Context: an optimization exercise on an open-source flow, tuned for small area. The choices shown serve that exercise and are no tape-out recipe. The RTL was checked by simulation tests, not by an equivalence proof against the original design.

==> flow/design.v <==
module tf_safety_core (
    input  wire        clk,
    input  wire        rst_n,
    input  wire        wr_en,
    input  wire [2:0]  wr_addr,
    input  wire [31:0] wr_data,
    input  wire [2:0]  rd_addr,
    output reg  [31:0] rd_data,
    output wire        wdg_pin
);
    function [24:0] add24;               
        input [23:0] a, b;
        input        ci;
        integer i;
        reg c;
        begin
            c = ci;
            for (i = 0; i < 24; i = i + 1) begin
                add24[i] = a[i] ^ b[i] ^ c;
                c = (a[i] & b[i]) | (c & (a[i] ^ b[i]));
            end
            add24[24] = c;
        end
    endfunction
    function geu24;                      
        input [23:0] a, b;
        integer i;
        reg c;
        begin
            c = 1'b1;
            for (i = 0; i < 24; i = i + 1)
                c = (a[i] & ~b[i]) | ((a[i] | ~b[i]) & c);
            geu24 = c;
        end
    endfunction
    function [15:0] sinc16;              
        input [15:0] x;
        integer i;
        reg c;
        begin
            c = 1'b1;
            for (i = 0; i < 16; i = i + 1) begin
                sinc16[i] = x[i] ^ c;
                c = c & x[i];
            end
            if (c) sinc16 = x;
        end
    endfunction
    reg [31:0] arg0;
    reg [63:0] msg;
    reg [31:0] res0, res1;
    reg [2:0]  err;
    reg [2:0]  mode;
    reg [15:0] tx_cnt;           
    reg [15:0] rx_last;          
    reg [31:0] rx_fail;          
    reg [63:0] deb_a, deb_b;        
    reg [3:0]  deb_lat;
    reg [63:0] cwd_prev, cwd_tcnt, cwd_rcnt;
    reg [3:0]  cwd_to;
    reg [10:0] st_last;          
    reg [2:0]  st_plaus;         
    reg [5:0]  st_clr;           
    reg        st_lat;
    reg [2:0]  st_code;
    reg        st_pdet;
    reg [1:0]  st_lvl;
    reg [15:0] st_wprev;
    reg [3:0]  st_wt;            
    reg [1:0]  st_wr;            
    reg        st_wto;
    reg [1:0]  mo_dir;
    reg        mo_dead;
    reg [1:0]  mo_rc;            
    reg [3:0]  mo_rclr;          
    reg        mo_rlat;
    reg [15:0] mo_wprev;
    reg [3:0]  mo_wt;            
    reg [2:0]  mo_wr;            
    reg        mo_wto;
    reg        su_bl;
    reg [15:0] su_sil, su_warn;
    reg        su_wdg;
    assign wdg_pin = su_wdg;
    always @* begin
        case (rd_addr)
            3'd1:    rd_data = arg0;
            3'd2:    rd_data = msg[31:0];
            3'd3:    rd_data = msg[63:32];
            3'd4:    rd_data = res0;
            3'd5:    rd_data = res1;
            3'd6:    rd_data = {29'd0, err};
            3'd7:    rd_data = {29'd0, mode};
            default: rd_data = 32'd0;
        endcase
    end
    wire        cmd_wr = wr_en && (wr_addr == 3'd0);
    wire [7:0]  opc    = wr_data[31:24];
    wire [7:0]  inst   = wr_data[23:16];
    wire [15:0] imm    = wr_data[15:0];
    reg  [2:0]  verr;
    always @* begin
        verr = 3'd0;
        case (opc)
            8'h00, 8'hF0: begin
                if (inst != 8'd0)            verr = 3'd2;
                else if (imm != 16'd0)       verr = 3'd3;
            end
            8'h10: begin
                if (|inst[7:2])            verr = 3'd2;
                else if (imm[15:1] != 0)     verr = 3'd3;
            end
            8'h20: begin
                if (|inst[7:2])            verr = 3'd2;
            end
            8'h30: begin
                if (inst != 8'd0)            verr = 3'd2;
                else if (imm[15:2] != 0)     verr = 3'd3;
            end
            8'h40: begin
                if (inst != 8'd0)            verr = 3'd2;
                else if (imm[15:2] != 0 || arg0[31:24] != 0) verr = 3'd3;
                else if (geu24({16'd0, arg0[23:16]}, 24'd101))              verr = 3'd3;
            end
            8'h50: begin
                if (inst != 8'd0)            verr = 3'd2;
                else if (imm[15:6] != 0 || arg0[31:16] != 0) verr = 3'd3;
                else if (imm[1:0] == 2'd3 || imm[5:4] == 2'd3) verr = 3'd3;
            end
            8'h60: begin
                if (inst != 8'd0)            verr = 3'd2;
                else if (imm[15:3] != 0)     verr = 3'd3;
                else if (imm[2] && imm[1:0] != 2'd0)    verr = 3'd3;
            end
            8'h70, 8'h71: begin
                if (|inst[7:2])            verr = 3'd2;
                else if (imm[15:4] != 0)     verr = 3'd3;
                else if (imm[3:1] == 3'd0 || (imm[3] && imm[2:0] != 3'd0)) verr = 3'd4;
            end
            default: verr = 3'd1;
        endcase
    end
    wire do_op = cmd_wr && (verr == 3'd0);
    wire op_init  = do_op &&  opc[7];
    wire op_deb   = do_op && !opc[7] && opc[6:4] == 3'd1;
    wire op_cwd   = do_op && !opc[7] && opc[6:4] == 3'd2;
    wire op_steer = do_op && !opc[7] && opc[6:4] == 3'd3;
    wire op_motor = do_op && !opc[7] && opc[6:4] == 3'd4;
    wire op_sup   = do_op && !opc[7] && opc[6:4] == 3'd5;
    wire op_mode  = do_op && !opc[7] && opc[6:4] == 3'd6;
    wire op_codec = do_op && !opc[7] && opc[6:4] == 3'd7;
    wire op_prot  = op_codec && !opc[0];
    wire op_check = op_codec &&  opc[0];
    wire init     = !rst_n || op_init;
    wire [1:0] sel = inst[1:0];
    wire [15:0] d_a = deb_a[16*sel +: 16];
    wire [15:0] d_b = deb_b[16*sel +: 16];
    wire        d_L = deb_lat[sel];
    wire        cond = imm[0];
    wire [15:0] w_p = cwd_prev[16*sel +: 16];
    wire [15:0] w_t = cwd_tcnt[16*sel +: 16];
    wire [15:0] w_r = cwd_rcnt[16*sel +: 16];
    wire        w_o = cwd_to[sel];
    wire        w_eq = (imm == w_p);
    wire        is_cwd = opc[5];
    wire [15:0] cx  = opc[6] ? (opc[5] ? {8'hFF, rx_fail[8*sel +: 8]} : su_sil)
                             : (is_cwd ? (w_eq ? w_t : w_r) : d_a);
    wire        chi = is_cwd ? !w_eq : d_L;
    wire [15:0] cth = chi ? arg0[31:16] : arg0[15:0];
    wire [15:0] cxi = sinc16(cx);
    wire        cge = geu24({8'd0, cxi}, {8'd0, cth});
    wire        db_set  = !d_L &&  cond && cge;
    wire        db_clev =  d_L && !cond && cge;
    wire        db_L    = d_L ? !db_clev : db_set;
    wire [15:0] db_c    = (!d_L && cond) ? cxi : ((d_L && !db_clev) ? d_b : 16'd0);
    wire [15:0] db_l    = (d_L && !cond && !cge) ? cxi : 16'd0;
    wire        cw_toev  =  w_eq && cge && !w_o;
    wire        cw_recev = !w_eq && w_o && cge;
    wire        cw_o     = w_o ? !cw_recev : cw_toev;
    wire [15:0] cw_t     = w_eq ? cxi : 16'd0;
    wire [15:0] cw_r     = w_eq ? w_r : ((w_o && !cge) ? cxi : 16'd0);
    wire signed [15:0] s_cmd = arg0[15:0];
    wire signed [15:0] s_fb  = arg0[31:16];
    wire        s_cok = imm[0];
    wire        s_fok = imm[1];
    wire        s_rng = s_cok && (s_cmd[15] ? !geu24({9'd0, s_cmd[14:0]}, 24'd31868)
                                         :  geu24({9'd0, s_cmd[14:0]}, 24'd901));
    wire [24:0] s_dsum = add24({{13{st_last[10]}}, st_last}, ~{{8{s_fb[15]}}, s_fb}, 1'b1);
    wire signed [16:0] s_diff = s_dsum[16:0];
    wire        s_mis = s_fok && (s_diff[16] ? !geu24({8'd0, s_diff[15:0]}, 24'd65487)
                                          :  geu24({8'd0, s_diff[15:0]}, 24'd50));
    wire [2:0]  s_pi  = (st_plaus >= 3'd5) ? 3'd5 : st_plaus + 3'd1;
    wire        s_pf  = s_mis && (st_plaus >= 3'd4);
    wire        s_det = !s_fok || !s_cok || s_rng || s_pf;
    wire [2:0]  s_code = !s_fok ? 3'd1 : !s_cok ? 3'd2 : s_rng ? 3'd3 : s_pf ? 3'd4 : 3'd0;
    wire        s_set  = !st_lat && s_det;
    wire        s_clev =  st_lat && !s_det && (st_clr == 6'd49);
    wire        s_lat  = st_lat ? !s_clev : s_det;
    wire [2:0]  s_lcode = s_set ? s_code : (s_clev ? 3'd0 : st_code);
    wire [5:0]  s_clr  = (st_lat && !s_det && !s_clev) ? st_clr + 6'd1 : 6'd0;
    wire [1:0]  s_lvl  = s_set ? 2'd1 : s_clev ? 2'd0 :
                         (st_lat && s_det && !st_pdet && st_lvl != 2'd3) ? st_lvl + 2'd1 : st_lvl;
    wire [2:0]  s_plaus = (s_mis && !s_clev) ? s_pi : 3'd0;
    wire        s_weq  = (s_cmd == st_wprev);
    wire        s_wrec = !s_weq && st_wto && (st_wr == 2'd2);
    wire        s_wto  = !s_cok ? st_wto :
                         s_weq ? (st_wto || st_wt >= 4'd9) : (st_wto && !s_wrec);
    wire [3:0]  s_wt   = !s_cok ? st_wt : s_weq ? ((st_wt >= 4'd10) ? 4'd10 : st_wt + 4'd1) : 4'd0;
    wire [1:0]  s_wr   = !s_cok ? st_wr : (s_weq || !st_wto || s_wrec) ? (s_weq ? st_wr : 2'd0) : st_wr + 2'd1;
    wire signed [10:0] s_last = st_last;
    wire signed [10:0] s_teff = s_wto ? 11'sd0 : (s_cok && !s_rng) ? s_cmd[10:0] : s_last;
    wire        s_up   = !geu24({13'd0, ~s_last[10], s_last[9:0]}, {13'd0, ~s_teff[10], s_teff[9:0]});
    wire signed [10:0] s_base = s_wto ? s_last :
                                s_up ? (s_last[10] ? 11'sd0 : s_last) : (s_last[10] ? s_last : 11'sd0);
    wire signed [10:0] s_k    = s_up ? (s_wto ? 11'sd20 : 11'sd100) : (s_wto ? -11'sd20 : -11'sd100);
    wire [24:0] s_bsum = add24({13'd0, s_base}, {13'd0, s_k}, 1'b0);
    wire signed [10:0] s_bnd  = s_bsum[10:0];
    wire        s_tgeb = geu24({13'd0, ~s_teff[10], s_teff[9:0]}, {13'd0, ~s_bnd[10], s_bnd[9:0]});
    wire signed [10:0] s_o    = (s_up ^ s_tgeb) ? s_teff : s_bnd;
    wire signed [10:0] s_out  = s_lat ? 11'sd0 : s_o;
    wire [23:0] s_x    = {{13{s_out[10]}}, s_out};
    wire [23:0] s_pa   = s_x << 9, s_pb = s_x << 6, s_pc = ~(s_x << 3), s_pd = s_x;
    wire [23:0] s_pe   = 24'd1536001 + (s_out[10] ? 24'd1023 : 24'd0);
    wire [23:0] s_c1s  = s_pa ^ s_pb ^ s_pc;
    wire [23:0] s_c1c  = ((s_pa & s_pb) | (s_pa & s_pc) | (s_pb & s_pc)) << 1;
    wire [23:0] s_c2s  = s_c1s ^ s_c1c ^ s_pd;
    wire [23:0] s_c2c  = ((s_c1s & s_c1c) | (s_c1s & s_pd) | (s_c1c & s_pd)) << 1;
    wire [23:0] s_c3s  = s_c2s ^ s_c2c ^ s_pe;
    wire [23:0] s_c3c  = ((s_c2s & s_c2c) | (s_c2s & s_pe) | (s_c2c & s_pe)) << 1;
    wire [24:0] s_pws  = add24(s_c3s, s_c3c, 1'b0);
    wire [23:0] s_pw   = s_pws[23:0];
    wire [10:0] s_phys = s_pw[20:10];
    wire [2:0]  s_fc   = s_lat ? s_lcode : s_wto ? 3'd5 : 3'd0;
    wire [31:0] st_r0  = {5'd0, s_phys, {5{s_out[10]}}, s_out};
    wire [31:0] st_r1  = {17'd0, (s_lat || s_wto), s_clev, s_set, s_lvl, s_wto, s_lat, 5'd0, s_fc};
    wire        m_cok  = imm[0];
    wire        m_safe = imm[1] || mode == 3'd0 || mode == 3'd4;
    wire signed [15:0] m_tq = arg0[15:0];
    wire [6:0]  m_der  = arg0[22:16];
    wire        m_rset = !mo_rlat && !m_cok && (mo_rc == 2'd2);
    wire        m_rclr =  mo_rlat &&  m_cok && (mo_rclr == 4'd9);
    wire        m_rlat = m_safe ? mo_rlat : (mo_rlat ? !m_rclr : m_rset);
    wire [1:0]  m_rc   = m_safe ? mo_rc :
                         !mo_rlat ? (m_cok ? 2'd0 : mo_rc + 2'd1) : (m_rclr ? 2'd0 : mo_rc);
    wire [3:0]  m_rcl  = (m_safe || !mo_rlat) ? mo_rclr :
                         (m_cok && !m_rclr) ? mo_rclr + 4'd1 : 4'd0;
    wire        m_wstep = !m_safe && m_cok;
    wire        m_weq  = (m_tq == mo_wprev);
    wire        m_wrec = !m_weq && mo_wto && (mo_wr == 3'd4);
    wire        m_wto  = !m_wstep ? mo_wto :
                         m_weq ? (mo_wto || mo_wt >= 4'd9) : (mo_wto && !m_wrec);
    wire [3:0]  m_wt   = !m_wstep ? mo_wt : m_weq ? ((mo_wt >= 4'd10) ? 4'd10 : mo_wt + 4'd1) : 4'd0;
    wire [2:0]  m_wr   = !m_wstep ? mo_wr : (m_weq || !mo_wto || m_wrec) ? (m_weq ? mo_wr : 3'd0) : mo_wr + 3'd1;
    wire [6:0]  m_lim  = (mode == 3'd2) ? 7'd75 : 7'd100;
    wire        m_neg  = m_tq[15];
    wire [24:0] m_nsum = add24({16'd0, ~m_tq[7:0]}, 24'd0, 1'b1);
    wire [7:0]  m_tabs = m_neg ? m_nsum[7:0] : m_tq[7:0];
    wire        m_big  = m_neg ? ((mode == 3'd2) ? !geu24({9'd0, m_tq[14:0]}, 24'd32693) : !geu24({9'd0, m_tq[14:0]}, 24'd32668))
                               : ((mode == 3'd2) ?  geu24({9'd0, m_tq[14:0]}, 24'd76)    :  geu24({9'd0, m_tq[14:0]}, 24'd101));
    wire        m_tok  = m_cok && mode != 3'd3;
    wire [6:0]  m_a    = !m_tok ? 7'd0 : m_big ? m_lim : m_tabs[6:0];
    reg  [24:0] m_acc;
    integer mj;
    always @* begin
        m_acc = {18'd0, m_der[0] ? m_a : 7'd0};
        for (mj = 1; mj < 7; mj = mj + 1)
            m_acc = add24(m_acc[23:0], {17'd0, m_der[mj] ? m_a : 7'd0} << mj, 1'b0);
    end
    wire [13:0] m_p    = m_acc[13:0];
    wire [11:0] m_n    = m_p[13:2];
    wire [24:0] m_u    = add24({7'd0, m_n, 5'd0}, ~{12'd0, m_n}, 1'b1);      
    wire [24:0] m_v    = add24(m_u[23:0], {4'd0, m_n, 8'd0}, 1'b0);           
    wire [24:0] m_w    = add24(m_v[23:0], {2'd0, m_n, 10'd0}, 1'b0);          
    wire [22:0] m_pq   = m_w[22:0];
    wire [6:0]  m_q    = (m_wto || m_rlat) ? 7'd0 : m_pq[21:15];
    wire        m_nz   = (m_q != 7'd0);
    wire [1:0]  m_ndir = !m_nz ? 2'd0 : m_neg ? 2'd2 : 2'd1;
    wire        m_dead = !m_safe && mo_dir != 2'd0 && m_nz && m_ndir != mo_dir;
    wire [1:0]  m_app  = (m_safe || m_dead) ? 2'd0 : m_ndir;
    wire [6:0]  m_dpct = (m_safe || m_dead) ? 7'd0 : geu24({17'd0, m_q}, 24'd96) ? 7'd95 : m_q;
    wire [24:0] m_dsum = add24({14'd0, m_dpct, 3'd0}, {16'd0, m_dpct, 1'd0}, 1'b0);
    wire [9:0]  m_duty = m_dsum[9:0];
    wire        m_en   = (m_app != 2'd0) && !su_bl;
    wire [2:0]  m_fc   = m_rlat ? 3'd2 : m_wto ? 3'd5 : 3'd0;
    wire [31:0] mo_r0  = {10'd0, m_safe, m_dead, m_en, m_en, m_app, 6'd0, m_duty};
    wire [31:0] mo_r1  = {17'd0, (m_rlat || m_wto), (mo_rlat && !m_rlat), (!mo_rlat && m_rlat),
                          2'd0, m_wto, m_rlat, 5'd0, m_fc};
    wire [1:0]  u_tr  = imm[1:0];
    wire [15:0] u_sil = imm[2] ? 16'd0 : cxi;
    wire [15:0] u_wrn = (u_tr == 2'd1) ? sinc16(su_warn) : 16'd0;
    wire        u_bl  = su_bl || u_tr == 2'd2 || (|u_sil[15:5]) || (u_sil[4] && (u_sil[3] || (u_sil[2] && (u_sil[1] || u_sil[0])))) || (|u_wrn[15:4]) || (u_wrn[3] && (u_wrn[2] || (u_wrn[1] && u_wrn[0])));
    wire [15:0] u_mask = arg0[15:0] | {12'd0, u_bl, 3'd0};
    wire        u_crit = (u_mask[3:0] != 4'd0);
    wire [1:0]  u_stat = (u_crit || imm[3]) ? 2'd2 : (u_mask != 16'd0) ? 2'd1 : 2'd0;
    wire        u_fed  = !u_crit && mode != 3'd4 && imm[5:4] != 2'd2 && u_tr != 2'd2;
    wire        u_wdg  = su_wdg ^ u_fed;
    wire [31:0] su_r0  = {9'd0, !u_fed, u_bl, u_bl, u_wdg, u_fed, u_stat, u_mask};
    wire [2:0]  mreq    = imm[2:0];
    wire        mode_ok = (mreq == mode) ||
                          (mode != 3'd4 && mreq > mode && (mode != 3'd0 || mreq == 3'd1));
    wire [2:0]  mode_n  = mode_ok ? mreq : mode;
    localparam [31:0] DATA_ID = 32'h030201A5;
    wire [3:0]  tx_c   = tx_cnt[4*sel +: 4];
    wire [3:0]  b1lo   = opc[0] ? msg[11:8] : tx_c;
    wire [63:0] cbuf   = {msg[63:12], b1lo, msg[7:0]};
    reg  [7:0]  crc_s [1:7];
    reg  [7:0]  cs;
    integer k, b;
    always @* begin
        cs = DATA_ID[8*sel +: 8];
        for (k = 1; k < 8; k = k + 1) begin
            cs = cs ^ cbuf[8*k +: 8];
            for (b = 0; b < 8; b = b + 1)
                cs = cs[7] ? ({cs[6:0], 1'b0} ^ 8'h1D) : {cs[6:0], 1'b0};
            crc_s[k] = cs;
        end
    end
    reg [7:0] crc;
    always @* begin
        case (imm[2:0])
            3'd2:    crc = crc_s[1];
            3'd3:    crc = crc_s[2];
            3'd4:    crc = crc_s[3];
            3'd5:    crc = crc_s[4];
            3'd6:    crc = crc_s[5];
            3'd7:    crc = crc_s[6];
            default: crc = crc_s[7];
        endcase
    end
    wire [3:0]  rc      = msg[11:8];
    wire [3:0]  r_last  = rx_last[4*sel +: 4];
    wire [7:0]  r_fail  = rx_fail[8*sel +: 8];
    wire [7:0]  r_fi    = cxi[7:0];
    wire        k_bad   = (crc != msg[7:0]);
    wire        k_seq   = (rc != r_last + 4'd1);
    wire [3:0]  k_last  = k_bad ? r_last : rc;
    wire [7:0]  k_fail  = (k_bad || k_seq) ? r_fi : 8'd0;
    wire [1:0]  k_rsn   = k_bad ? 2'd1 : k_seq ? 2'd2 : 2'd0;
    wire        k_ok    = !k_bad && !k_seq;
    reg [31:0] op_res0, op_res1;
    always @* begin
        op_res0 = 32'd0;
        op_res1 = 32'd0;
        case (opc[6:4])
            3'd1: begin
                op_res0 = {28'd0, db_clev, db_set, db_L, db_L & cond};
                op_res1 = {db_l, db_c};
            end
            3'd2: begin
                op_res0 = {29'd0, cw_recev, cw_toev, cw_o};
                op_res1 = {cw_r, cw_t};
            end
            3'd3: begin op_res0 = st_r0; op_res1 = st_r1; end
            3'd4: begin op_res0 = mo_r0; op_res1 = mo_r1; end
            3'd5: begin op_res0 = su_r0; op_res1 = {u_wrn, u_sil}; end
            3'd6: op_res0 = {21'd0, mode_n, 7'd0, mode_ok};
            3'd7: op_res0 = opc[0] ? {4'd0, k_last, crc, k_fail, rc, 1'b0, k_rsn, k_ok}
                                   : {16'd0, crc, 4'd0, tx_c};
            default: ;
        endcase
    end
    wire [15:0] db_aw = (!init && (cond ^ d_L) && !cge) ? cxi : 16'd0;
    wire [15:0] db_bw = (!init && db_set) ? cxi : 16'd0;
    wire [15:0] cw_tw = init ? 16'd0 : cw_t;
    wire [15:0] cw_rw = (!init && w_o && !cge) ? cxi : 16'd0;
    wire [15:0] a0m   = init ? 16'd0 : arg0[15:0];
    wire [31:0] wdm = init ? 32'd0 : wr_data;
    always @(posedge clk) begin
        if (init || (wr_en && wr_addr == 3'd1)) arg0 <= wdm;
        if (init || (wr_en && wr_addr == 3'd2)) msg[31:12] <= wdm[31:12];
        if (init || (wr_en && wr_addr == 3'd3)) msg[63:32] <= wdm;
        if (init || (wr_en && wr_addr == 3'd2) || op_prot)
            msg[11:0] <= (op_prot && !init) ? {tx_c, crc} : wdm[11:0];
        if (init || cmd_wr) begin
            err  <= init ? 3'd0 : verr;
            res0 <= (init || !do_op) ? 32'd0 : op_res0;
            res1 <= (init || !do_op) ? 32'd0 : op_res1;
        end
        if (init || op_mode) mode <= init ? 3'd0 : mode_n;
    end
    genvar gi;
    generate
        for (gi = 0; gi < 4; gi = gi + 1) begin : g_inst
            wire hit = (sel == gi);
            always @(posedge clk) begin
                if (init || (op_deb && hit && (db_set || db_clev)))
                    deb_b[16*gi +: 16] <= db_bw;
                if (init || (op_deb && hit)) begin
                    deb_a[16*gi +: 16] <= db_aw;
                    deb_lat[gi]          <= init ? 1'b0  : db_L;
                end
                if (init || (op_cwd && hit)) begin
                    cwd_prev[16*gi +: 16] <= wdm[15:0];
                    cwd_tcnt[16*gi +: 16] <= cw_tw;
                    cwd_to[gi]            <= init ? 1'b0  : cw_o;
                end
                if (init || (op_cwd && hit && !w_eq))
                    cwd_rcnt[16*gi +: 16] <= cw_rw;
                if (init || (op_prot && hit))
                    tx_cnt[4*gi +: 4] <= init ? 4'd0 : tx_c + 4'd1;
                if (init || (op_check && hit)) begin
                    rx_last[4*gi +: 4] <= init ? 4'd0 : k_last;
                    rx_fail[8*gi +: 8] <= init ? 8'd0 : k_fail;
                end
            end
        end
    endgenerate
    always @(posedge clk) begin
        if (init || op_steer) begin
            st_last  <= init ? 11'd0 : s_out;
            st_plaus <= init ? 3'd0  : s_plaus;
            st_clr   <= init ? 6'd0  : s_clr;
            st_lat   <= init ? 1'b0  : s_lat;
            st_code  <= init ? 3'd0  : s_lcode;
            st_pdet  <= init ? 1'b0  : s_det;
            st_lvl   <= init ? 2'd0  : s_lvl;
        end
        if (init || (op_steer && s_cok)) begin
            st_wprev <= a0m;
            st_wt    <= init ? 4'd0  : s_wt;
            st_wr    <= init ? 2'd0  : s_wr;
            st_wto   <= init ? 1'b0  : s_wto;
        end
        if (init || op_motor) begin
            mo_dir   <= init ? 2'd0  : m_app;
            mo_dead  <= init ? 1'b0  : m_dead;
        end
        if (init || (op_motor && !m_safe)) begin
            mo_rc    <= init ? 2'd0  : m_rc;
            mo_rclr  <= init ? 4'd0  : m_rcl;
            mo_rlat  <= init ? 1'b0  : m_rlat;
        end
        if (init || (op_motor && m_wstep)) begin
            mo_wprev <= a0m;
            mo_wt    <= init ? 4'd0  : m_wt;
            mo_wr    <= init ? 3'd0  : m_wr;
            mo_wto   <= init ? 1'b0  : m_wto;
        end
        if (init || op_sup) begin
            su_bl   <= init ? 1'b0  : u_bl;
            su_sil  <= init ? 16'd0 : u_sil;
            su_warn <= init ? 16'd0 : u_wrn;
            su_wdg  <= init ? 1'b0  : u_wdg;
        end
    end
endmodule
==> flow/flow/run.sh <==
#!/bin/bash
set -euo pipefail
here=$(pwd)
sd="$here/orfs_scripts"
rm -rf "$sd"
cp -r "$FLOW_HOME/scripts" "$sd"
cp "$here/flow/abc_area.script" "$sd/abc_speed.script"
export SCRIPTS_DIR="$sd"
export ADDER_MAP_FILE=
export CTS_ARGS="-sink_clustering_enable -repair_clock_nets -dont_use_dummy_load -sink_clustering_size 16 -sink_clustering_max_diameter 60 -buf_list sky130_fd_sc_hd__clkbuf_8"
export BUFFER_PORTS_ARGS="-buffer_cell sky130_fd_sc_hd__buf_1"
bash standard.sh > flow.log 2>&1
==> flow/flow/abc_area.script <==
strash
&get -n
&fraig -x
&put
dc2
dch -f
amap -F 5 -A 8
topo
==> flow/standard.sh <==
#!/bin/bash
# synth_recipe.tcl (not shown) runs the flow's synth.tcl, then flattens the netlist and writes it again
# the make line also repeats each setting of config.mk as NAME=value (left out here)
make -C /OpenROAD-flow-scripts/flow DESIGN_CONFIG=/design/flow/config.mk WORK_HOME=/design/flow/orfs CLKGATE_MAP_FILE= SYNTH_SCRIPT=/design/flow/synth_recipe.tcl "${@:-finish}"
==> flow/config.mk <==
export PLATFORM = sky130hd
export DESIGN_NAME = tf_safety_core
export DESIGN_NICKNAME = tf_safety_core
export VERILOG_FILES = /design/flow/design.v
export SDC_FILE = /design/flow/constraint.sdc
export NUM_CORES = 4
export LEC_CHECK = 0
export CAP_MARGIN = 10
export CORE_MARGIN = 2
export CORE_UTILIZATION = 40
export GPL_TIMING_DRIVEN = 0
export SLEW_MARGIN = 10
==> flow/constraint.sdc <==
create_clock -name core_clock -period 70.0 [get_ports {clk}]
set_input_delay 14.0000 -clock core_clock [delete_from_list [all_inputs] [get_ports {clk}]]
set_output_delay 14.0000 -clock core_clock [all_outputs]
set_load 0.01 [all_outputs]
==> summary.txt, run 1 <==
Timing
  • Setup-failing EPs final: 0
  • Fin. Hold Viols: 0
  • Setup skew after layout: 0.151 ns
  • Pin slew with the least headroom to its limit: 1.27 ns
  • Slew Viols, Final: 0
  • Setup repair after global routing missed its margin: false
  • Setup tns final: 0 ns
  • Share of the clock period used by the worst path: 44.4%
  • Minimum clock period: 31.08 ns
  • Worst-case headroom to the max-slew limit: 14.5%
  • Max Clk Rate: 32.2 MHz

Worst setup path
  • Stage delay of the slowest cell on the critical path: 0.90 ns
  • Reg2Reg Launch Point: tx_cnt[7]$_DFFE_PP_
  • Most common cell on crit path: a21oi_1
  • Crit path max fanout: 28
  • Required time of the critical path: 70.38 ns
  • Crit. End Element: register
  • R2R Setup Slk: 52.78 ns
  • Number of cell instances on the worst register-to-register path: 75
  • Master of the slowest instance on the critical path: o21ai_0
  • Nature of the critical path startpoint: input pin
  • CP arrival: 31.46 ns
  • Capture instance of the worst register-to-register path: res0[1]$_SDFFCE_PP0P_
  • Crit Path Class: input pin to register

Clock tree
  • Register clock-pin slew on the reported worst setup and hold paths: 0.07 ns
  • CTS root buf: clkbuf_8
  • H-tree Lvls: 2
  • Total number of clock tree sinks: 671
  • Clock tree from TritonCTS: done
  • Clock latency of the later-clocked register in the worst-skew pair: 0.78 ns
  • Number of buffers on the longest clock path: 3
  • Post-CTS Hold Buffers: 0
  • Post-cts repair resize count: 0
  • Number of buffers added by the clock tree synthesis step: 60
  • Post-CTS Setup Inserts: 0

Route
  • Violation count after the first detailed-routing iteration: 4,732
  • Number of iterations in the first detailed-routing pass: 9
  • Number of nets still failing antenna checks after routing: 0
  • DRC Markers: 0
  • Vias post-DR: 30,800
  • Routed wire length per instance: 25.9 µm
  • Via density per instance: 6.22
  • Routed WL: 128,000 µm

Logic synthesis
  • Most common flop cell mapped by yosys: edfxtp_1
  • Synthesized net count: 3,624
  • Post-Syn Area: 35,200 µm²
  • Post-synthesis area per instance: 9.82 µm²
  • Number of warning messages in the yosys log: 2
  • Count of flip-flops with a built-in enable after synthesis: 671
  • Unique masters post-synth: 55
  • Cell type contributing the most total cell area after synthesis: edfxtp_1
  • Async set or reset register ratio after synthesis: 0%
  • Yosys reg bits: 671
  • Area contributors post-synth: edfxtp_1 (57%), nor2_1 (7.7%), o21ai_0 (4.4%)
  • Register area share after synthesis: 57.3%
  • Syn Inst Count: 3,583
  • Area fraction of the dominant cell type after synthesis: 57.3%

Finish
  • Finished Layout Cells: 4,948
  • Fraction of layout cells with a size suffix above 1: 5.15%
  • Count of nets after finishing: 3,831
  • Most common cell after layout, fill and taps aside: nor2_1
  • Top library cells by usage in the layout, fill and taps aside: nor2_1 (713), edfxtp_1 (671), nand2_1 (370)
  • Area added between synthesis and finish: 11.6%

Global route
  • First-pass GRT wire length: 185,000 µm
  • Global routing usage summed across all routing layers: 27.6%
  • Largest net degree at the start of global routing: 49
  • Via count of the first global-routing pass: 27,700
  • Initial antenna violation count: 6
  • Total global routing overflow: 0

Floorplanning
  • Initial core utilization: 40.4%
  • IO Count: 74
  • DIE WIDTH: 301 µm
  • Rows: 108
  • Height of the chip: 301 µm
  • Die ar.: 90,300 µm²
  • Core area: 87,000 µm²

Placement
  • Placed instance count: 4,883
  • Final RePlAce weighted congestion: 1.04
  • HPWL reported at the end of detailed placement: 94,600 µm
  • IO Port Bufs: 73

Hold path
  • Endpoint of the worst hold path: st_clr[0]$_SDFFCE_PP0P_
  • Class of the tightest hold or removal check: register to register
  • Hold Crit Start: st_clr[0]$_SDFFCE_PP0P_
  • WHS Path Cells: 1

Run status
  • Result of the run: finished clean

Run
  • Max-cap viol count: 0
routing by layer:
metal  up-vias  track usage (%)  share of wire, %
li1      14200                -                 -
met1     14500             37.8                40
met2      1791             41.6                43
met3       325             6.88                12
met4         4             12.3               5.3
met5         -                0             0.017
area by class of cell:
type / instances / area, µm²
clock buffer: 60 / 826
timing repair buffer: 145 / 1460
inverter: 300 / 1130
fill: 8267 / 47800
buffer: 2 / 7.51
tap: 1155 / 1450
antenna: 5 / 12.5
sequential: 671 / 20100
multi-input combinational: 2610 / 14200
Yosys cell counts, types with 2 or more instances:
cell,number
o221a_1,6
and3_1,9
xor2_1,6
o211ai_1,30
nand2_1,370
buf_1,2
a32oi_1,8
o21a_1,18
o22a_1,36
or4_1,5
o32ai_1,10
o221ai_1,41
o41ai_1,2
o22ai_1,178
and2_0,11
a21o_1,29
edfxtp_1,671
a2111oi_0,10
o31ai_1,2
nor4_1,15
clkinv_1,300
a221oi_1,19
nor2_1,722
a21oi_1,303
a31oi_1,29
o21bai_1,3
a221o_1,5
nor3_1,55
a22o_1,3
nand4_1,12
nor2b_1,19
or3_1,11
o21ai_0,306
o211a_1,6
a21boi_0,22
a211oi_1,23
a22oi_1,54
o2111a_1,3
or2_0,50
o2111ai_1,7
nand3_1,31
a222oi_1,119
nand2b_1,4
a311oi_1,7
critical path: cells and delay by family:
| kind | cells | cell delay [ns] |
|---|---|---|
| AOI/OAI and AO/OA | 41 | 11.32 |
| xor gates and xnor gates | 2 | 0.73 |
| buffers and inverters | 9 | 2.06 |
| and+or+nand+nor | 26 | 3.22 |
sequential cells by signal (all words and copies together), names as in the netlist, 4 cells and up:
| name | cells |
|---|---|
| rx_fail | 32 |
| cwd_to | 4 |
| su_warn | 16 |
| mo_rclr | 4 |
| deb_lat | 4 |
| arg0 | 32 |
| res1 | 32 |
| st_wt | 4 |
| st_last | 11 |
| cwd_rcnt | 64 |
| mo_wprev | 16 |
| su_sil | 16 |
| deb_b | 64 |
| cwd_prev | 64 |
| deb_a | 64 |
| mo_wt | 4 |
| st_wprev | 16 |
| cwd_tcnt | 64 |
| res0 | 28 |
| rx_last | 16 |
| msg | 64 |
| tx_cnt | 16 |
| st_clr | 6 |
stage by stage:
stage          hold WS (ns)  cell area, µm²  setup WS (ns)  utilization (%)
2_1_floorplan         0.529           35200          37.74                -
3_3_place_gp          0.543           36900          20.66             42.4
3_5_place_dp          0.553           38400          38.90             44.1
4_1_cts               0.562           39200          39.50             45.1
5_1_grt               0.587           39300          37.42             45.1
6_report              0.559           39300          38.92             45.1
kinds of logic after synthesis:
family	count (synthesis)	share of synthesized area [%]
AO/OA/AOI/OAI	1287	24.0
XOR/XNOR	7	0.174
buffers and inverters	302	3.22
flip-flops	671	57.3
AND/OR/NAND/NOR	1316	15.4
how the worst max path moves through the flow:
stage,startpoint,end,slack (ns),cells past startpoint
after global routing,wr_data[16],res0[1]$_SDFFCE_PP0P_,37.42,74
after floorplan,wr_data[16],err[0]$_SDFFCE_PP0P_,37.74,8
final,wr_data[17],res0[1]$_SDFFCE_PP0P_,38.92,78
after CTS,wr_data[17],res0[1]$_SDFFCE_PP0P_,39.50,78
after global placement,wr_data[17],res1[6]$_SDFFCE_PP0P_,20.66,9
after detailed placement,wr_data[17],res0[1]$_SDFFCE_PP0P_,38.90,78
==> run 2: changes to the inputs <==
--- a/flow/config.mk
+++ b/flow/config.mk
@@ -6,7 +6,6 @@
 export NUM_CORES = 4
 export LEC_CHECK = 0
-export CAP_MARGIN = 10
+export CAP_MARGIN = 20
 export CORE_MARGIN = 2
 export CORE_UTILIZATION = 40
-export GPL_TIMING_DRIVEN = 0
-export SLEW_MARGIN = 10
+export SLEW_MARGIN = 20
==> summary.txt, run 2 <==
Clock tree
  • Register clock-pin slew on the reported worst setup and hold paths: 0.09 ns (+0.02 ns)
  • Post-cts repair resize count: 0 (unchanged)
  • Total number of clock tree sinks: 671 (unchanged)
  • Number of buffers on the longest clock path: 3 (unchanged)
  • Number of buffers added by the clock tree synthesis step: 61 (+1.7%)
  • Clock latency of the later-clocked register in the worst-skew pair: 0.81 ns (+0.03 ns)
  • Post-CTS Setup Inserts: 0 (unchanged)
  • H-tree Lvls: 2 (unchanged)
  • CTS root buf: clkbuf_8
  • Clock tree from TritonCTS: done
  • Post-CTS Hold Buffers: 0 (unchanged)

Logic synthesis
  • Post-synthesis area per instance: 9.82 µm² (unchanged)
  • Area fraction of the dominant cell type after synthesis: 57.3% (unchanged)
  • Most frequent cell after synthesis: nor2_1
  • Synthesized net count: 3,624 (unchanged)
  • Area contributors post-synth: edfxtp_1 (57%), nor2_1 (7.7%), o21ai_0 (4.4%)
  • Unique masters post-synth: 55 (unchanged)
  • Number of warning messages in the yosys log: 2 (unchanged)
  • Cell type contributing the most total cell area after synthesis: edfxtp_1
  • Async set or reset register ratio after synthesis: 0% (unchanged)
  • Post-Syn Area: 35,200 µm² (unchanged)
  • Register area share after synthesis: 57.3% (unchanged)
  • Syn Inst Count: 3,583 (unchanged)
  • Most common flop cell mapped by yosys: edfxtp_1
  • Count of flip-flops with a built-in enable after synthesis: 671 (unchanged)
  • Yosys reg bits: 671 (unchanged)
  • Top post-synthesis cells by count: nor2_1 (722), edfxtp_1 (671), nand2_1 (370), o21ai_0 (306), a21oi_1 (303)

Worst setup path
  • Crit path buffers/inverters: 5 (-4)
  • Largest delay contributor family on the critical path: buffers and inverters
  • Reg2Reg Launch Point: arg0[3]$_DFFE_PP_
  • Master of the slowest instance on the critical path: o211ai_1
  • Required time of the critical path: 56.00 ns (-14.38 ns)
  • Nature of the critical path startpoint: input pin
  • Critical-path cell list: buf_1 > clkinv_1 > nor3_2 > buf_4 > clkinv_1 > o211ai_1 > buf_1
  • R2R Setup Slk: 53.04 ns (+0.26 ns)
  • Number of cell instances on the worst register-to-register path: 89 (+19%)
  • Capture instance of the worst register-to-register path: res0[26]$_SDFFCE_PP0P_
  • CP arrival: 16.35 ns (-15.11 ns)
  • Crit. End Element: output port
  • Stage delay of the slowest cell on the critical path: 0.74 ns (-0.16 ns)
  • Crit path max fanout: 24 (-14%)
  • Crit Path Class: input pin to output port

Route
  • Routed WL: 133,000 µm (+3.5%)
  • Number of iterations in the first detailed-routing pass: 9 (unchanged)
  • Violation count after the first detailed-routing iteration: 4,239 (-10%)
  • Number of nets still failing antenna checks after routing: 0 (unchanged)
  • Routed wire length per instance: 26.7 µm (+2.9%)
  • DRC Markers: 0 (unchanged)
  • Vias post-DR: 31,100 (+1.0%)
  • Via density per instance: 6.25 (+0.44%)

Finish
  • Most common cell after layout, fill and taps aside: nor2_1
  • Top library cells by usage in the layout, fill and taps aside: nor2_1 (718), edfxtp_1 (671), nand2_1 (370)
  • Finished Layout Cells: 4,977 (+0.59%)
  • Fraction of layout cells with a size suffix above 1: 4.93% (-0.22 points)
  • Area added between synthesis and finish: 10.1%
  • Count of nets after finishing: 3,856 (+0.65%)

Timing
  • Minimum clock period: 30.35 ns (-0.726 ns)
  • Setup repair after global routing missed its margin: false
  • Fin. Hold Viols: 0 (unchanged)
  • Worst-case headroom to the max-slew limit: 21.5% (+7.0 points)
  • Max Clk Rate: 32.9 MHz (+2.4%)
  • Setup-failing EPs final: 0 (unchanged)
  • Pin slew with the least headroom to its limit: 1.17 ns (-0.0953 ns)
  • Slew Viols, Final: 0 (unchanged)
  • Setup skew after layout: 0.154 ns (+0.00325 ns)
  • Setup tns final: 0 ns (unchanged)
  • Share of the clock period used by the worst path: 43.4% (-1.0 points)

Floorplanning
  • Height of the chip: 301 µm (unchanged)
  • IO Count: 74 (unchanged)
  • DIE WIDTH: 301 µm (unchanged)
  • Initial core utilization: 40.4% (unchanged)
  • Die ar.: 90,300 µm² (unchanged)
  • Rows: 108 (unchanged)
  • Core area: 87,000 µm² (unchanged)

Hold path
  • WHS Path Cells: 1 (unchanged)
  • Endpoint of the worst hold path: st_clr[0]$_SDFFCE_PP0P_
  • Class of the tightest hold or removal check: register to register
  • Hold Crit Start: st_clr[0]$_SDFFCE_PP0P_

Placement
  • Final RePlAce weighted congestion: 1.07 (+2.1%)
  • HPWL reported at the end of detailed placement: 95,700 µm (+1.2%)
  • Placed instance count: 4,907 (+0.49%)
  • IO Port Bufs: 73 (unchanged)

Global route
  • Via count of the first global-routing pass: 27,900 (+0.56%)
  • Total global routing overflow: 0 (unchanged)
  • First-pass GRT wire length: 192,000 µm (+3.6%)
  • Global routing usage summed across all routing layers: 28.7% (+1.1 points)
  • Initial antenna violation count: 11 (+5)
  • Largest net degree at the start of global routing: 102 (+110%)

Run
  • Max-cap viol count: 0 (unchanged)

Run status
  • Result of the run: finished clean
## run 2: per-stage QoR
| stage | util [%] | hold slack, ns | area, µm² | worst slack, ns |
|---|---|---|---|---|
| after floorplan | - | 0.529 | 35200 | 37.74 |
| after global placement | 43.5 | 0.545 | 37900 | 39.87 |
| after detailed placement | 43.5 | 0.553 | 37900 | 39.85 |
| after CTS | 44.5 | 0.567 | 38700 | 39.83 |
| after global routing | 44.5 | 0.580 | 38700 | 38.86 |
| final | 44.5 | 0.569 | 38700 | 39.65 |
## run 2: cell families (layout without fill, tap and decap cells)
family,count (synthesis),after routing,share of synthesized area (%)
DFF,671,671,57.3
xor gates and xnor gates,7,7,0.174
and+or+nand+nor,1316,1316,15.4
other,0,9,0
AOI/OAI and AO/OA,1287,1287,24.0
buffers and inverters,302,532,3.22
## run 2: worst max path at each step
stage	end	from	cells after the start
2_1_floorplan	err[0]$_SDFFCE_PP0P_	wr_data[16]	8
3_3_place_gp	rd_data[11]	rd_addr[0]	7
3_5_place_dp	rd_data[11]	rd_addr[0]	7
4_1_cts	rd_data[11]	rd_addr[0]	7
5_1_grt	res0[11]$_SDFFCE_PP0P_	wr_data[17]	73
6_report	rd_data[12]	rd_addr[0]	7
## run 2: area by class of cell
| class | instances | area, µm² |
|---|---|---|
| Clock buffer | 61 | 840 |
| Antenna cell | 9 | 22.5 |
| Sequential cell | 671 | 20100 |
| Fill cell | 8505 | 48300 |
| Inverter | 300 | 1130 |
| Timing Repair Buffer | 171 | 1030 |
| Multi-Input combinational cell | 2610 | 14100 |
| Tap cell | 1155 | 1450 |
## run 2: routing by layer
metal	vias up	GRT usage, %	routed length (µm)
li1	14200	-	-
met1	14700	40.3	54500
met2	1815	43.4	57100
met3	327	5.63	14500
met4	8	12.6	6700
met5	-	0	59
==> run 3: changes to the inputs <==
==> flow/flow/abc_area.script (replaced) <==
strash
&get -n
&fraig -x
&put
dc2
&get -n
&deepsyn -T 240
&put
dch -f
amap -F 5 -A 8
topo
==> summary.txt, run 3 <==
Global route
  • Total global routing overflow: 0 (unchanged)
  • Initial antenna violation count: 9 (-2)
  • Global routing usage summed across all routing layers: 29.7% (+0.92 points)
  • Largest net degree at the start of global routing: 106 (+3.9%)
  • Via count of the first global-routing pass: 26,400 (-5.3%)
  • First-pass GRT wire length: 186,000 µm (-2.9%)

Timing
  • Minimum clock period: 30.72 ns (+0.371 ns)
  • Slew Viols, Final: 0 (unchanged)
  • Fin. Hold Viols: 0 (unchanged)
  • Setup skew after layout: 0.173 ns (+0.0188 ns)
  • Worst-case headroom to the max-slew limit: 14.4% (-7.1 points)
  • Max Clk Rate: 32.6 MHz (-1.2%)
  • Share of the clock period used by the worst path: 43.9% (+0.53 points)
  • Setup tns final: 0 ns (unchanged)
  • Final setup slack of the worst path: 39.28 ns (-0.371 ns)
  • Pin slew with the least headroom to its limit: 1.28 ns (+0.106 ns)
  • Setup-failing EPs final: 0 (unchanged)
  • Setup repair after global routing missed its margin: false

Floorplanning
  • Rows: 106 (-1.9%)
  • Initial core utilization: 40.4% (about the same)
  • Core area: 83,600 µm² (-4.0%)
  • Die ar.: 86,800 µm² (-4.0%)
  • IO Count: 74 (unchanged)
  • DIE WIDTH: 295 µm (-2.0%)
  • Height of the chip: 295 µm (-2.0%)

Clock tree
  • Number of buffers added by the clock tree synthesis step: 59 (-3.3%)
  • Post-CTS Hold Buffers: 0 (unchanged)
  • CTS root buf: clkbuf_8
  • Number of buffers on the longest clock path: 3 (unchanged)
  • Clock latency of the later-clocked register in the worst-skew pair: 0.79 ns (-0.02 ns)
  • Post-CTS Setup Inserts: 0 (unchanged)
  • Register clock-pin slew on the reported worst setup and hold paths: 0.06 ns (-0.03 ns)
  • Total number of clock tree sinks: 671 (unchanged)
  • H-tree Lvls: 2 (unchanged)
  • Clock tree from TritonCTS: done
  • Post-cts repair resize count: 0 (unchanged)

Route
  • Routed wire length per instance: 28.6 µm (+6.9%)
  • Number of nets still failing antenna checks after routing: 0 (unchanged)
  • DRC Markers: 0 (unchanged)
  • Number of iterations in the first detailed-routing pass: 9 (unchanged)
  • Violation count after the first detailed-routing iteration: 5,246 (+24%)
  • Vias post-DR: 29,800 (-4.3%)
  • Via density per instance: 6.49 (+3.8%)
  • Routed WL: 131,000 µm (-1.4%)

Logic synthesis
  • Most common flop cell mapped by yosys: edfxtp_1
  • Count of flip-flops with a built-in enable after synthesis: 671 (unchanged)
  • Register area share after synthesis: 59.7% (+2.4 points)
  • Cell type contributing the most total cell area after synthesis: edfxtp_1
  • Most frequent cell after synthesis: edfxtp_1
  • Yosys reg bits: 671 (unchanged)
  • Number of warning messages in the yosys log: 2 (unchanged)
  • Area fraction of the dominant cell type after synthesis: 59.7% (+2.4 points)
  • Top post-synthesis cells by count: edfxtp_1 (671), nor2_1 (604), clkinv_1 (364), o21ai_0 (275), o22ai_1 (265)
  • Post-synthesis area per instance: 10.3 µm² (+4.7%)
  • Synthesized net count: 3,327 (-8.2%)
  • Post-Syn Area: 33,800 µm² (-4.0%)
  • Area contributors post-synth: edfxtp_1 (60%), nor2_1 (6.7%), o22ai_1 (4.9%)
  • Syn Inst Count: 3,286 (-8.3%)
  • Unique masters post-synth: 57 (+3.6%)
  • Async set or reset register ratio after synthesis: 0% (unchanged)

Worst setup path
  • Crit. End Element: output port
  • CP arrival: 16.72 ns (+0.37 ns)
  • Crit Path Class: input pin to output port
  • Nature of the critical path startpoint: input pin
  • Required time of the critical path: 56.00 ns (about the same)
  • Stage delay of the slowest cell on the critical path: 0.82 ns (+0.08 ns)
  • Master of the slowest instance on the critical path: o221ai_1
  • Critical-path cell list: buf_1 > clkinv_1 > nor3_2 > buf_4 > clkinv_1 > o221ai_1 > buf_1
  • Crit path max fanout: 19 (-21%)

Finish
  • Storage cell area: 20,100 µm² (unchanged)
  • Fill cell instance count of the final layout: 7,922 (-6.9%)
  • Area added between synthesis and finish: 9.83%
  • Most common cell after layout, fill and taps aside: edfxtp_1
  • Combined area of the multi-input logic cells: 12,400 µm² (-12%)
  • Count of nets after finishing: 3,548 (-8.0%)
  • Fraction of layout cells with a size suffix above 1: 4.99% (+0.062 points)
  • Top library cells by usage in the layout, fill and taps aside: edfxtp_1 (671), nor2_1 (596), clkinv_1 (364)

Run
  • Max-cap viol count: 0 (unchanged)

Hold path
  • Class of the tightest hold or removal check: register to register

Run status
  • Result of the run: finished clean

Placement
  • Final RePlAce weighted congestion: 1.04 (-2.2%)
  • Pre-CTS worst setup slack: 39.47 ns (-0.376 ns)
  • IO Port Bufs: 73 (unchanged)
  • HPWL reported at the end of detailed placement: 95,400 µm (-0.34%)
## run 3: changes by cell type after synthesis, sizes merged, moves of 32 or more
cell,previous run,this run
a21oi,303,211
clkinv,300,364
nand2,370,236
nor2,722,604
o22a,36,4
o22ai,178,265
## run 3: layer usage
| layer | vias up | track usage (%) | part of all wire, % |
|---|---|---|---|
| met3 | 346 | 6.16 | 13 |
| li1 | 13100 | - | - |
| met2 | 2082 | 41.6 | 40 |
| met5 | - | 0 | 0.026 |
| met1 | 14200 | 43.9 | 41 |
| met4 | 6 | 13.2 | 5.1 |
## run 3: logic make-up after synthesis
group                  synth area share (%)
buffers and inverters                  4.07
AND/OR/NAND/NOR                        13.7
AO/OA/AOI/OAI                          22.4
flip-flops                             59.7
XOR/XNOR                              0.259
## run 3: area by class of cell
cell class	instances	share of cell area, %
inverters	364	3.68
multi-input cells	2249	33.5
flip-flops and latches	671	54.3
clock buffers	59	2.19
repair buffers	162	2.59
diodes	4	0.0270
well taps	1080	3.64
## run 3: path summary, 6_finish.rpt
kind | start | to | slack [ns] | depth (start not counted)
hold / removal | mo_rc[0]$_SDFFCE_PP0P_ | mo_rc[0]$_SDFFCE_PP0P_ | 0.57 | 1
setup reg to reg | arg0[2]$_DFFE_PP_ | res0[8]$_SDFFCE_PP0P_ | 51.66 | 78
hold reg to reg | mo_rc[0]$_SDFFCE_PP0P_ | mo_rc[0]$_SDFFCE_PP0P_ | 0.57 | 1
setup / recovery | rd_addr[1] | rd_data[11] | 39.28 | 7
## run 3: worst max-delay path, delay by kind of cell
family          cells  cell delay (ns)
buf+inv             5             1.67
simple gates        1             0.22
compound gates      1             0.82
## run 3: stage by stage
| step | cell area [µm²] | hold WS, ns | util, % | std cells |
|---|---|---|---|---|
| floorplan | 33800 | 0.537 | - | 3286 |
| global placement | 36200 | 0.548 | 43.4 | 4524 |
| detailed placement | 36200 | 0.567 | 43.4 | 4525 |
| CTS | 37100 | 0.575 | 44.3 | 4584 |
| global route | 37100 | 0.604 | 44.4 | 4586 |
| finish | 37100 | 0.572 | 44.4 | 4589 |
==> run 4: changes to the inputs <==
--- a/flow/config.mk
+++ b/flow/config.mk
@@ -8,4 +8,4 @@
 export CAP_MARGIN = 20
 export CORE_MARGIN = 2
-export CORE_UTILIZATION = 40
+export CORE_UTILIZATION = 55
 export SLEW_MARGIN = 20
==> summary.txt, run 4 <==
Timing
  • Pin slew with the least headroom to its limit: 1.23 ns (-0.0544 ns)
  • Share of the clock period used by the worst path: 43.7% (-0.23 points)
  • Setup-failing EPs final: 0 (unchanged)
  • Fin. Hold Viols: 0 (unchanged)
  • Setup tns final: 0 ns (unchanged)
  • Setup repair after global routing missed its margin: false
  • Worst-case headroom to the max-slew limit: 18.3% (+3.9 points)
  • Max Clk Rate: 32.7 MHz (+0.53%)
  • Slew Viols, Final: 0 (unchanged)
  • Minimum clock period: 30.56 ns (-0.163 ns)
  • Setup skew after layout: 0.122 ns (-0.0510 ns)

Run
  • Max-cap viol count: 0 (unchanged)

Worst setup path
  • Nature of the critical path startpoint: input pin
  • CP arrival: 16.56 ns (-0.16 ns)
  • Crit Path Class: input pin to output port
  • R2R Setup Slk: 51.44 ns (-0.22 ns)
  • Crit. End Element: output port
  • Crit path max fanout: 19 (unchanged)
  • Capture instance of the worst register-to-register path: res0[8]$_SDFFCE_PP0P_
  • Number of cell instances on the worst register-to-register path: 81 (+3.8%)
  • Required time of the critical path: 56.00 ns (about the same)
  • Reg2Reg Launch Point: arg0[3]$_DFFE_PP_

Logic synthesis
  • Number of warning messages in the yosys log: 2 (unchanged)
  • Most common flop cell mapped by yosys: edfxtp_1
  • Top post-synthesis cells by count: edfxtp_1 (671), nor2_1 (604), clkinv_1 (364), o21ai_0 (275), o22ai_1 (265)
  • Area fraction of the dominant cell type after synthesis: 59.7% (unchanged)
  • Post-synthesis area per instance: 10.3 µm² (unchanged)
  • Count of flip-flops with a built-in enable after synthesis: 671 (unchanged)
  • Cell type contributing the most total cell area after synthesis: edfxtp_1
  • Async set or reset register ratio after synthesis: 0% (unchanged)
  • Most frequent cell after synthesis: edfxtp_1
  • Unique masters post-synth: 57 (unchanged)
  • Syn Inst Count: 3,286 (unchanged)
  • Post-Syn Area: 33,800 µm² (unchanged)
  • Area contributors post-synth: edfxtp_1 (60%), nor2_1 (6.7%), o22ai_1 (4.9%)
  • Register area share after synthesis: 59.7% (unchanged)
  • Yosys reg bits: 671 (unchanged)
  • Synthesized net count: 3,327 (unchanged)

Route
  • Routed WL: 134,000 µm (+2.1%)
  • DRC Markers: 0 (unchanged)
  • Vias post-DR: 30,600 (+2.8%)
  • Routed wire length per instance: 31.2 µm (+9.2%)
  • Violation count after the first detailed-routing iteration: 5,948 (+13%)
  • Number of iterations in the first detailed-routing pass: 8 (-1)
  • Via density per instance: 7.13 (+9.9%)
  • Number of nets still failing antenna checks after routing: 0 (unchanged)

Hold path
  • Class of the tightest hold or removal check: register to register
  • Hold Crit Start: st_wr[0]$_SDFFCE_PP0P_
  • Endpoint of the worst hold path: st_wr[0]$_SDFFCE_PP0P_
  • WHS Path Cells: 1 (unchanged)

Floorplanning
  • Initial core utilization: 55.7% (+15 points)
  • Height of the chip: 252 µm (-15%)
  • IO Count: 74 (unchanged)
  • DIE WIDTH: 252 µm (-15%)
  • Core area: 60,600 µm² (-27%)
  • Rows: 90 (-15%)
  • Die ar.: 63,400 µm² (-27%)

Run status
  • Result of the run: finished clean

Clock tree
  • CTS root buf: clkbuf_8
  • Post-CTS Setup Inserts: 0 (unchanged)
  • Clock latency of the later-clocked register in the worst-skew pair: 0.74 ns (-0.05 ns)
  • Post-cts repair resize count: 0 (unchanged)
  • Post-CTS Hold Buffers: 0 (unchanged)
  • Number of buffers on the longest clock path: 3 (unchanged)
  • Register clock-pin slew on the reported worst setup and hold paths: 0.09 ns (+0.03 ns)
  • H-tree Lvls: 2 (unchanged)
  • Clock tree from TritonCTS: done
  • Number of buffers added by the clock tree synthesis step: 56 (-5.1%)
  • Total number of clock tree sinks: 671 (unchanged)

Global route
  • Global routing usage summed across all routing layers: 41.4% (+12 points)
  • Initial antenna violation count: 14 (+5)
  • Largest net degree at the start of global routing: 66 (-38%)
  • Total global routing overflow: 0 (unchanged)
  • Via count of the first global-routing pass: 27,700 (+5.1%)
  • First-pass GRT wire length: 189,000 µm (+1.7%)

Finish
  • Storage cell area: 20,100 µm² (unchanged)
  • Count of nets after finishing: 3,545 (-0.085%)
  • Area added between synthesis and finish: 8.71%
  • Most common cell after layout, fill and taps aside: edfxtp_1
  • Fill cell instance count of the final layout: 5,000 (-37%)
  • Top library cells by usage in the layout, fill and taps aside: edfxtp_1 (671), nor2_1 (595), clkinv_1 (364)
  • Combined area of the multi-input logic cells: 12,400 µm² (about the same)
  • Fraction of layout cells with a size suffix above 1: 5.00% (about the same)

Placement
  • IO Port Bufs: 73 (unchanged)
  • Final RePlAce weighted congestion: 1.06 (+1.6%)
  • HPWL reported at the end of detailed placement: 98,200 µm (+3.0%)
run 4: cell counts after synthesis:
No cell type changed its count.
run 4: final cells by class:
type / instances / area share (%)
inverter: 364 / 3.72
multi-input combinational: 2249 / 33.9
antenna: 8 / 0.0545
tap: 782 / 2.67
clock buffer: 56 / 2.10
timing repair buffer: 162 / 2.69
sequential: 671 / 54.9
run 4: stage by stage:
step / utilization (%) / setup WS [ns] / cells / hold slack, ns / area (µm²)
6_report: 60.6 / 39.44 / 4292 / 0.569 / 36700
5_1_grt: 60.6 / 38.10 / 4286 / 0.595 / 36700
4_1_cts: 60.5 / 39.64 / 4282 / 0.572 / 36600
3_5_place_dp: 59.2 / 39.54 / 4226 / 0.557 / 35900
3_3_place_gp: 59.2 / 39.69 / 4225 / 0.549 / 35800
2_1_floorplan: - / 39.84 / 3286 / 0.537 / 33800
run 4: layer usage:
metal,track usage (%),wire [µm]
met4,22.9,8880
met1,55.0,48900
met3,11.0,17900
met2,62.2,58000
met5,0,92
run 4: logic make-up (layout without fill, tap and decap cells):
family	Yosys count	after routing	share of synthesized area [%]
xor+xnor	10	10	0.259
simple gates	1089	1089	13.7
flops	671	671	59.7
other cells	0	8	0
buf+inv	366	582	4.07
compound gates	1150	1150	22.4
run 4: worst max-delay path by stage:
stage	startpoint	end	cells past startpoint
after floorplan	rd_addr[1]	rd_data[17]	4
after global placement	rd_addr[1]	rd_data[14]	7
after detailed placement	wr_data[0]	res0[8]$_SDFFCE_PP0P_	79
after CTS	rd_addr[1]	rd_data[8]	7
after global routing	wr_data[0]	res0[8]$_SDFFCE_PP0P_	79
final	rd_addr[1]	rd_data[11]	7
run 4: worst max-delay path, cell delays in order:
cell and delay, ns:
buf_1 0.34, clkinv_1 0.26, nor3_2 0.22, buf_4 0.31, clkinv_1 0.56, o221ai_1 0.64, buf_1 0.21
==> run 5: changes to the inputs <==
==> flow/flow/abc_area.script (replaced) <==
strash
&get -n
&fraig -x
&put
dc2
&get -n
&deepsyn -T 240 -S 1
&deepsyn -T 240 -S 7
&put
dch -f
amap -F 5 -A 8
strash
dch -f
amap -F 5 -A 8
topo
--- a/flow/config.mk
+++ b/flow/config.mk
@@ -8,4 +8,4 @@
 export CAP_MARGIN = 20
 export CORE_MARGIN = 2
-export CORE_UTILIZATION = 55
+export CORE_UTILIZATION = 40
 export SLEW_MARGIN = 20
==> summary.txt, run 5 <==
Global route
  • Total global routing overflow: 0 (unchanged)
  • First-pass GRT wire length: 192,000 µm (+1.4%)
  • Global routing usage summed across all routing layers: 30.9% (-10 points)
  • Via count of the first global-routing pass: 26,400 (-4.7%)
  • Largest net degree at the start of global routing: 64 (-3.0%)
  • Initial antenna violation count: 4 (-10)

Placement
  • Final RePlAce weighted congestion: 1.10 (+3.5%)
  • Placed instance count: 4,520 (+7.0%)
  • HPWL reported at the end of detailed placement: 100,000 µm (+1.9%)
  • IO Port Bufs: 73 (unchanged)
  • Cell Area, Placed: 36,200 µm² (+0.88%)

Finish
  • Fill cell instance count of the final layout: 7,886 (+58%)
  • Fraction of layout cells with a size suffix above 1: 5.34% (+0.34 points)
  • Area added between synthesis and finish: 10.0%
  • Finished Layout Cells: 4,587 (+6.9%)
  • Top library cells by usage in the layout, fill and taps aside: edfxtp_1 (671), nor2_1 (613), clkinv_1 (309)
  • Most common cell after layout, fill and taps aside: edfxtp_1
  • Final std cell area, no fill: 37,000 µm² (+0.88%)
  • Count of nets after finishing: 3,544 (-0.028%)

Run
  • Max-cap viol count: 0 (unchanged)

Clock tree
  • Register clock-pin slew on the reported worst setup and hold paths: 0.08 ns (about the same)
  • Post-CTS Hold Buffers: 0 (unchanged)
  • Number of buffers on the longest clock path: 3 (unchanged)
  • Number of buffers added by the clock tree synthesis step: 60 (+7.1%)
  • CTS root buf: clkbuf_8
  • Post-cts repair resize count: 0 (unchanged)
  • Post-CTS Setup Inserts: 0 (unchanged)
  • Clock latency of the later-clocked register in the worst-skew pair: 0.78 ns (+0.04 ns)
  • H-tree Lvls: 2 (unchanged)
  • Clock tree from TritonCTS: done
  • Total number of clock tree sinks: 671 (unchanged)

Worst setup path
  • Crit. End Element: output port
  • Crit path max fanout: 18 (-1)
  • Crit Path Class: input pin to output port
  • Required time of the critical path: 56.00 ns (about the same)
  • Nature of the critical path startpoint: input pin
  • CP arrival: 16.69 ns (+0.13 ns)

Route
  • Via density per instance: 6.38 (-11%)
  • Number of iterations in the first detailed-routing pass: 9 (+1)
  • Number of nets still failing antenna checks after routing: 0 (unchanged)
  • Routed wire length per instance: 29.8 µm (-4.2%)
  • DRC Markers: 0 (unchanged)
  • Vias post-DR: 29,300 (-4.4%)
  • Routed WL: 137,000 µm (+2.3%)
  • Violation count after the first detailed-routing iteration: 4,589 (-23%)

Logic synthesis
  • Cell type contributing the most total cell area after synthesis: edfxtp_1
  • Post-synthesis area per instance: 10.3 µm² (+0.10%)
  • Async set or reset register ratio after synthesis: 0% (unchanged)
  • Area fraction of the dominant cell type after synthesis: 59.8% (+0.18 points)
  • Area contributors post-synth: edfxtp_1 (60%), nor2_1 (6.9%), o22ai_1 (4.4%)
  • Yosys reg bits: 671 (unchanged)
  • Register area share after synthesis: 59.8% (+0.18 points)
  • Count of flip-flops with a built-in enable after synthesis: 671 (unchanged)
  • Most frequent cell after synthesis: edfxtp_1
  • Unique masters post-synth: 55 (-3.5%)
  • Number of warning messages in the yosys log: 2 (unchanged)
  • Most common flop cell mapped by yosys: edfxtp_1
  • Post-Syn Area: 33,700 µm² (-0.29%)
  • Top post-synthesis cells by count: edfxtp_1 (671), nor2_1 (620), clkinv_1 (314), o21ai_0 (278), a21oi_1 (258)
  • Syn Inst Count: 3,273 (-0.40%)
  • Synthesized net count: 3,314 (-0.39%)

Timing
  • Share of the clock period used by the worst path: 43.8% (+0.18 points)
  • Minimum clock period: 30.69 ns (+0.128 ns)
  • Slew Viols, Final: 0 (unchanged)
  • Fin. Hold Viols: 0 (unchanged)
  • Pin slew with the least headroom to its limit: 1.14 ns (-0.0873 ns)
  • Setup tns final: 0 ns (unchanged)
  • Setup repair after global routing missed its margin: false
  • Setup skew after layout: 0.159 ns (+0.0371 ns)
  • Setup-failing EPs final: 0 (unchanged)
  • Worst-case headroom to the max-slew limit: 23.8% (+5.5 points)
  • Max Clk Rate: 32.6 MHz (-0.42%)

Hold path
  • Class of the tightest hold or removal check: register to register

Floorplanning
  • Height of the chip: 294 µm (+17%)
  • Core area: 83,600 µm² (+38%)
  • DIE WIDTH: 294 µm (+17%)
  • IO Count: 74 (unchanged)
  • Initial core utilization: 40.3% (-15 points)
  • Die ar.: 86,500 µm² (+36%)
  • Rows: 106 (+18%)

Run status
  • Result of the run: finished clean
[run 5: cell types whose count changed after synthesis, moves of 15 or more]
cell      previous run  this run
clkinv_1           364       314
a21oi_1            211       258
a222oi_1           109        82
o22ai_1            265       239
or2_0               36        19
a221o_1              4        20
nor2_1             604       620
nand2_1            236       251
[run 5: cell type report]
cell class	count	area (µm²)	share of cell area, %
Tap cell	1080	1350	3.65
Multi-Input combinational cell	2286	12500	33.8
Inverter	314	1180	3.19
Timing Repair Buffer	170	1000	2.71
Antenna cell	6	15.0	0.0405
Clock buffer	60	826	2.23
Sequential cell	671	20100	54.4
[run 5: stage by stage]
step | worst slack (ns) | hold slack (ns) | utilization, %
after floorplan | 39.59 | 0.537 | -
after global placement | 39.57 | 0.551 | 43.3
after detailed placement | 39.56 | 0.555 | 43.3
after CTS | 39.55 | 0.568 | 44.3
after global routing | 39.29 | 0.591 | 44.3
final | 39.31 | 0.565 | 44.3
[run 5: worst max-delay path: stages]
cell and delay [ns]:
buf_1 0.44, nand2_1 0.14, nor2_1 0.51, buf_4 0.40, clkinv_1 0.44, o211ai_1 0.53, buf_1 0.21
[run 5: layer usage]
layer | track usage (%) | part of all wire (%) | wire (µm)
met5 | 0 | 0.0080 | 11
met4 | 15.2 | 5.7 | 7850
met3 | 5.66 | 11 | 15000
met2 | 46.2 | 43 | 58600
met1 | 43.2 | 41 | 55500
[run 5: cell families (layout without fill, tap and decap cells)]
group                  after synthesis  after routing  share of synthesized area, %
flip-flops                         671            671                          59.8
AO/OA/AOI/OAI                     1188           1188                          22.9
other                                0              6                             0
AND/OR/NAND/NOR                   1092           1092                          13.6
buffers and inverters              316            544                          3.52
XOR/XNOR                             6              6                         0.156
[run 5: final timing paths]
kind	from	to	slack, ns	cells past startpoint
setup / recovery	rd_addr[1]	rd_data[9]	39.31	7
hold / removal	mo_wr[0]$_SDFFCE_PP0P_	mo_wr[0]$_SDFFCE_PP0P_	0.56	1
setup reg to reg	arg0[5]$_DFFE_PP_	res0[17]$_SDFFCE_PP0P_	53.55	84
hold reg to reg	mo_wr[0]$_SDFFCE_PP0P_	mo_wr[0]$_SDFFCE_PP0P_	0.56	1

port drivers added, routing unchanged:
In the flow no input, the clock included, has a driving cell. The finished layouts below were timed again as built, in two steps.
Step 1 (the two cells are an assumption about what drives the block):
set clk [get_ports {clk}]
set_driving_cell -lib_cell sky130_fd_sc_hd__clkbuf_16 $clk
set_driving_cell -lib_cell sky130_fd_sc_hd__buf_2 [delete_from_list [all_inputs] $clk]
Step 2 times the ports against the registers' clock, not the clock port: input delays grow and output delays shrink by t, the midpoint of the rising clock arrivals with the driver on.
Three values: ideal ports, drivers, drivers and shift; two values: the first two.
run	shift t [ns]	slack for setup (ns)	pins driven straight from the clock port
run 1	0.766	38.925 / 38.964 / 38.197	1
run 2	0.797	39.651 / 39.622 / 39.622	1
run 3	0.768	39.280 / 39.132 / 39.132	1
run 4	0.748	39.443 / 39.413 / 38.896	1
run 5	0.766	39.314 / 39.279 / 39.279	1
After both steps every run listed still meets setup and hold. For run 1, which loses most, drivers alone change the setup slack by +0.039 ns; drivers and shift together by -0.728 ns.
